Context: an optimization exercise on an open-source flow, tuned for small area, a short achievable clock period and few clock cycles per item. The choices shown serve that exercise and are no tape-out recipe.

## job 9367
Design bmp_hv, start of the top module:
module bmp_hv #(
    parameter LINEBUF_CAP = 4096
) (
    input  wire         clk,
    input  wire         rst,           
    input  wire         in_valid,
    output wire         in_ready,
    input  wire         mode,          
    input  wire [431:0] hdr,           
    input  wire [63:0]  file_size,
    input  wire [15:0]  payload_len,
    output reg          done,
    output reg  [31:0]  v_width,       
    output reg  [31:0]  v_height,      
    output reg  [33:0]  v_stride,      
    output reg  [1:0]   v_pad,
    output reg  [64:0]  v_datalen,     
    output reg  [4:0]   pass_count,
    output reg  [15:0]  chk_mask,
    output reg  [1:0]   v_valid,       
    output reg  [15:0]  paylen
);
Size in the first run: about 4,700 cells after synthesis, about 780 flip-flops, about 720 I/O pins, roughly 50,000 µm² of cells after synthesis.
==> flow/config.mk <==
export PLATFORM = sky130hd
export DESIGN_NAME = bmp_hv
export DESIGN_NICKNAME = bmp_hv
export VERILOG_FILES = /design/flow/design.v
export SDC_FILE = /design/flow/constraint.sdc
export NUM_CORES = 4
export LEC_CHECK = 0
export CAP_MARGIN = 20
export CORE_MARGIN = 2
export CORE_UTILIZATION = 50
export PLACE_DENSITY = 0.65
export SLEW_MARGIN = 20
==> flow/constraint.sdc <==
create_clock -name core_clock -period 16.0 [get_ports {clk}]
set_input_delay 3.2000 -clock core_clock [delete_from_list [all_inputs] [get_ports {clk}]]
set_output_delay 3.2000 -clock core_clock [all_outputs]
set_load 0.01 [all_outputs]
standard.sh (not shown) runs the stock make flow with config.mk's settings and CLKGATE_MAP_FILE= SYNTH_SCRIPT=/design/flow/synth_recipe.tcl, a recipe that flattens the netlist after the stock synthesis.
==> flow/flow/run.sh <==
#!/bin/bash
# The standard ORFS layout (the standard.sh, unchanged synthesis), with
#  - the timing repair steps asked to leave a setup margin, so that they
#    optimise the paths towards a shorter period than the 16 ns constraint;
#  - the port buffers made of plain buffers (buf_1, resizable within the buf
#    footprint) instead of the delay buffer the default picks.
set -euo pipefail
bash standard.sh "SETUP_SLACK_MARGIN=${MARGIN:-11.5}" \
  "BUFFER_PORTS_ARGS=-buffer_cell sky130_fd_sc_hd__buf_1" finish > standard.log 2>&1
Here is what was changed in the inputs of job 2740 compared with job 9367.
--- a/flow/design.v
+++ b/flow/design.v
@@ -18,36 +18,59 @@
     output reg  [4:0]   pass_count,
     output reg  [15:0]  chk_mask,
     output reg  [1:0]   v_valid,       
     output reg  [15:0]  paylen
 );
     assign in_ready = 1'b1;
     wire [7:0]  sig0   = hdr[0*8 +: 8];
     wire [7:0]  sig1   = hdr[1*8 +: 8];
     wire [15:0] res1   = hdr[6*8 +: 16];
     wire [31:0] off    = hdr[10*8 +: 32];
     wire [31:0] isize  = hdr[14*8 +: 32];
-    wire [31:0] w_raw  = hdr[18*8 +: 32];
-    wire [31:0] h_raw  = hdr[22*8 +: 32];
+    wire [31:0] w_in   = hdr[18*8 +: 32];
+    wire [31:0] h_in   = hdr[22*8 +: 32];
     wire [15:0] planes = hdr[26*8 +: 16];
     wire [15:0] bpp    = hdr[28*8 +: 16];
     wire [31:0] comp   = hdr[30*8 +: 32];
     wire [31:0] simg   = hdr[34*8 +: 32];
     wire [31:0] used   = hdr[46*8 +: 32];
     wire [31:0] imp    = hdr[50*8 +: 32];
     wire [32:0] e_a = {1'b0, simg};
     wire [32:0] e_b = 33'd54;
     wire [32:0] e_c = ~file_size[32:0];
     wire [32:0] e_s = e_a ^ e_b ^ e_c;
     wire [32:0] e_k = (e_a & e_b) | (e_a & e_c) | (e_b & e_c);
     wire        simg_eq = (&(e_s ^ {e_k[31:0], 1'b0})) && (file_size[63:33] == 31'd0);
+    reg         s0_valid;
+    reg         s0_mode;
+    reg  [31:0] s0_w;
+    reg  [31:0] s0_h;
+    reg  [63:0] s0_fs;
+    reg  [15:0] s0_pl;       
+    reg  [9:0]  s0_chk;      
+    reg         s0_c10;
+    always @(posedge clk) begin
+        if (rst) s0_valid <= 1'b0;
+        else     s0_valid <= in_valid;
+        s0_mode <= mode;
+        s0_w    <= w_in;
+        s0_h    <= h_in;
+        s0_fs   <= file_size;
+        s0_pl   <= mode ? 16'd0 : payload_len;
+        s0_chk  <= {imp == 32'd0, used == 32'd0, comp == 32'd0, bpp == 16'd24,
+                    planes == 16'd1, isize == 32'd40, off == 32'd54, res1 == 16'd0,
+                    sig1 == 8'h4D, sig0 == 8'h42};
+        s0_c10  <= (simg == 32'd0) || simg_eq;
+    end
+    wire [31:0] w_raw = s0_w;
+    wire [31:0] h_raw = s0_h;
     wire [15:0] bd_neg, bd_one, bd_two;
     wire [31:0] t_val;
     assign bd_neg[0] = h_raw[1] ^ h_raw[31];
     assign bd_one[0] = h_raw[0] ^ 1'b0;
     assign bd_two[0] = (h_raw[1] & ~h_raw[0] & ~1'b0) | (~h_raw[1] & h_raw[0] & 1'b0);
     assign bd_neg[1] = h_raw[3] ^ h_raw[31];
     assign bd_one[1] = h_raw[2] ^ h_raw[1];
     assign bd_two[1] = (h_raw[3] & ~h_raw[2] & ~h_raw[1]) | (~h_raw[3] & h_raw[2] & h_raw[1]);
     assign bd_neg[2] = h_raw[5] ^ h_raw[31];
     assign bd_one[2] = h_raw[4] ^ h_raw[3];
     assign bd_two[2] = (h_raw[5] & ~h_raw[4] & ~h_raw[3]) | (~h_raw[5] & h_raw[4] & h_raw[3]);
@@ -460,36 +483,34 @@
     reg         s1_mode;
     reg  [31:0] s1_w;
     reg  [31:0] s1_h;        
     reg  [15:0] s1_bneg, s1_bone, s1_btwo;    
     reg  [31:0] s1_t;        
     reg  [63:0] s1_fs;
     reg  [15:0] s1_pl;       
     reg  [9:0]  s1_chk;      
     reg         s1_c10;
     always @(posedge clk) begin
         if (rst) s1_valid <= 1'b0;
-        else     s1_valid <= in_valid;
-        s1_mode <= mode;
+        else     s1_valid <= s0_valid;
+        s1_mode <= s0_mode;
         s1_w    <= w_raw;
         s1_h    <= h_raw;
         s1_bneg <= bd_neg;
         s1_bone <= bd_one;
         s1_btwo <= bd_two;
         s1_t    <= t_val;
-        s1_fs   <= file_size;
-        s1_pl   <= mode ? 16'd0 : payload_len;
-        s1_chk  <= {imp == 32'd0, used == 32'd0, comp == 32'd0, bpp == 16'd24,
-                    planes == 16'd1, isize == 32'd40, off == 32'd54, res1 == 16'd0,
-                    sig1 == 8'h4D, sig0 == 8'h42};
-        s1_c10  <= (simg == 32'd0) || simg_eq;
+        s1_fs   <= s0_fs;
+        s1_pl   <= s0_pl;
+        s1_chk  <= s0_chk;
+        s1_c10  <= s0_c10;
     end
     wire [63:0] tree_s, tree_c;
     wire [31:0] h_abs;       
     wire ho_335 = s1_h[1] | s1_h[0];
     wire ho_336 = s1_h[3] | s1_h[2];
     wire ho_337 = s1_h[5] | s1_h[4];
     wire ho_338 = s1_h[7] | s1_h[6];
     wire ho_339 = s1_h[9] | s1_h[8];
     wire ho_340 = s1_h[11] | s1_h[10];
     wire ho_341 = s1_h[13] | s1_h[12];
     wire ho_342 = s1_h[15] | s1_h[14];
==> run summary <==
The final layout from job 2740, which completed every stage, passed the timing, design-rule and antenna checks at the end of the flow. Number of inverters outside the clock class in the layout delta for job 2740 relative to job 9367: about 0.44% higher. Re count of filler cells inserted in the layout: job 2740 is 8.6% up on job 9367. Looking at start-to-end type of the worst setup path, the in2reg result is from job 9367; the reg2reg one comes from job 2740. Job 2740 vs. job 9367: register bit total from synthesis grew by 157; basic-gate share of the synthesized area counting and, or, nand and nor cells held steady; total vias in the final route went up by 1,698; maximum frequency increased by about 2.4% relative to the old numbers; minimum clock period after layout now sits lower. The run showing the smaller biggest cell delay along the critical path is job 9367. Job 2740 reports its endpoint of the worst setup timing path as s2_cnt[2] while job 9367 reports s1_t[31]. Job 2740 leaves more setup margin than job 9367. [job 2740 vs job 9367] overall routing resource usage: higher in job 2740.
No functional check of the RTL was part of any run of this note.

## static timing again, ports no longer ideal
Ports are ideal in the flow. The routed layouts listed here were re-timed in OpenROAD. Step 1 sets driving cells, clkbuf_16 on the clock port and buf_2 on the other inputs (assumed; they add their load-dependent delay and slew). Step 2, shift: input delay + t, output delay - t, t = (earliest + latest rising clock arrival at the registers) / 2. This alone moves slack from input paths to output paths. Three values: no drivers, after step 1, after step 2; two values: the first two.
run | shift t [ns] | slack for setup (ns) | slew at the worst register clock pin (ns) | worst data-port slew with drivers (ns) | pins driven straight from the clock port
job 9367 | 0.727 | 10.391 / 10.390 / 9.663 | 0.07 / 0.07 | 0.23 | 1
job 2740 | 0.736 | 10.521 / 10.521 / 10.521 | 0.07 / 0.07 | 0.30 | 1
After both steps setup and hold are still met in every run listed. For job 9367, which loses most, drivers alone change the setup slack by -0.001 ns; drivers and shift together by -0.728 ns.
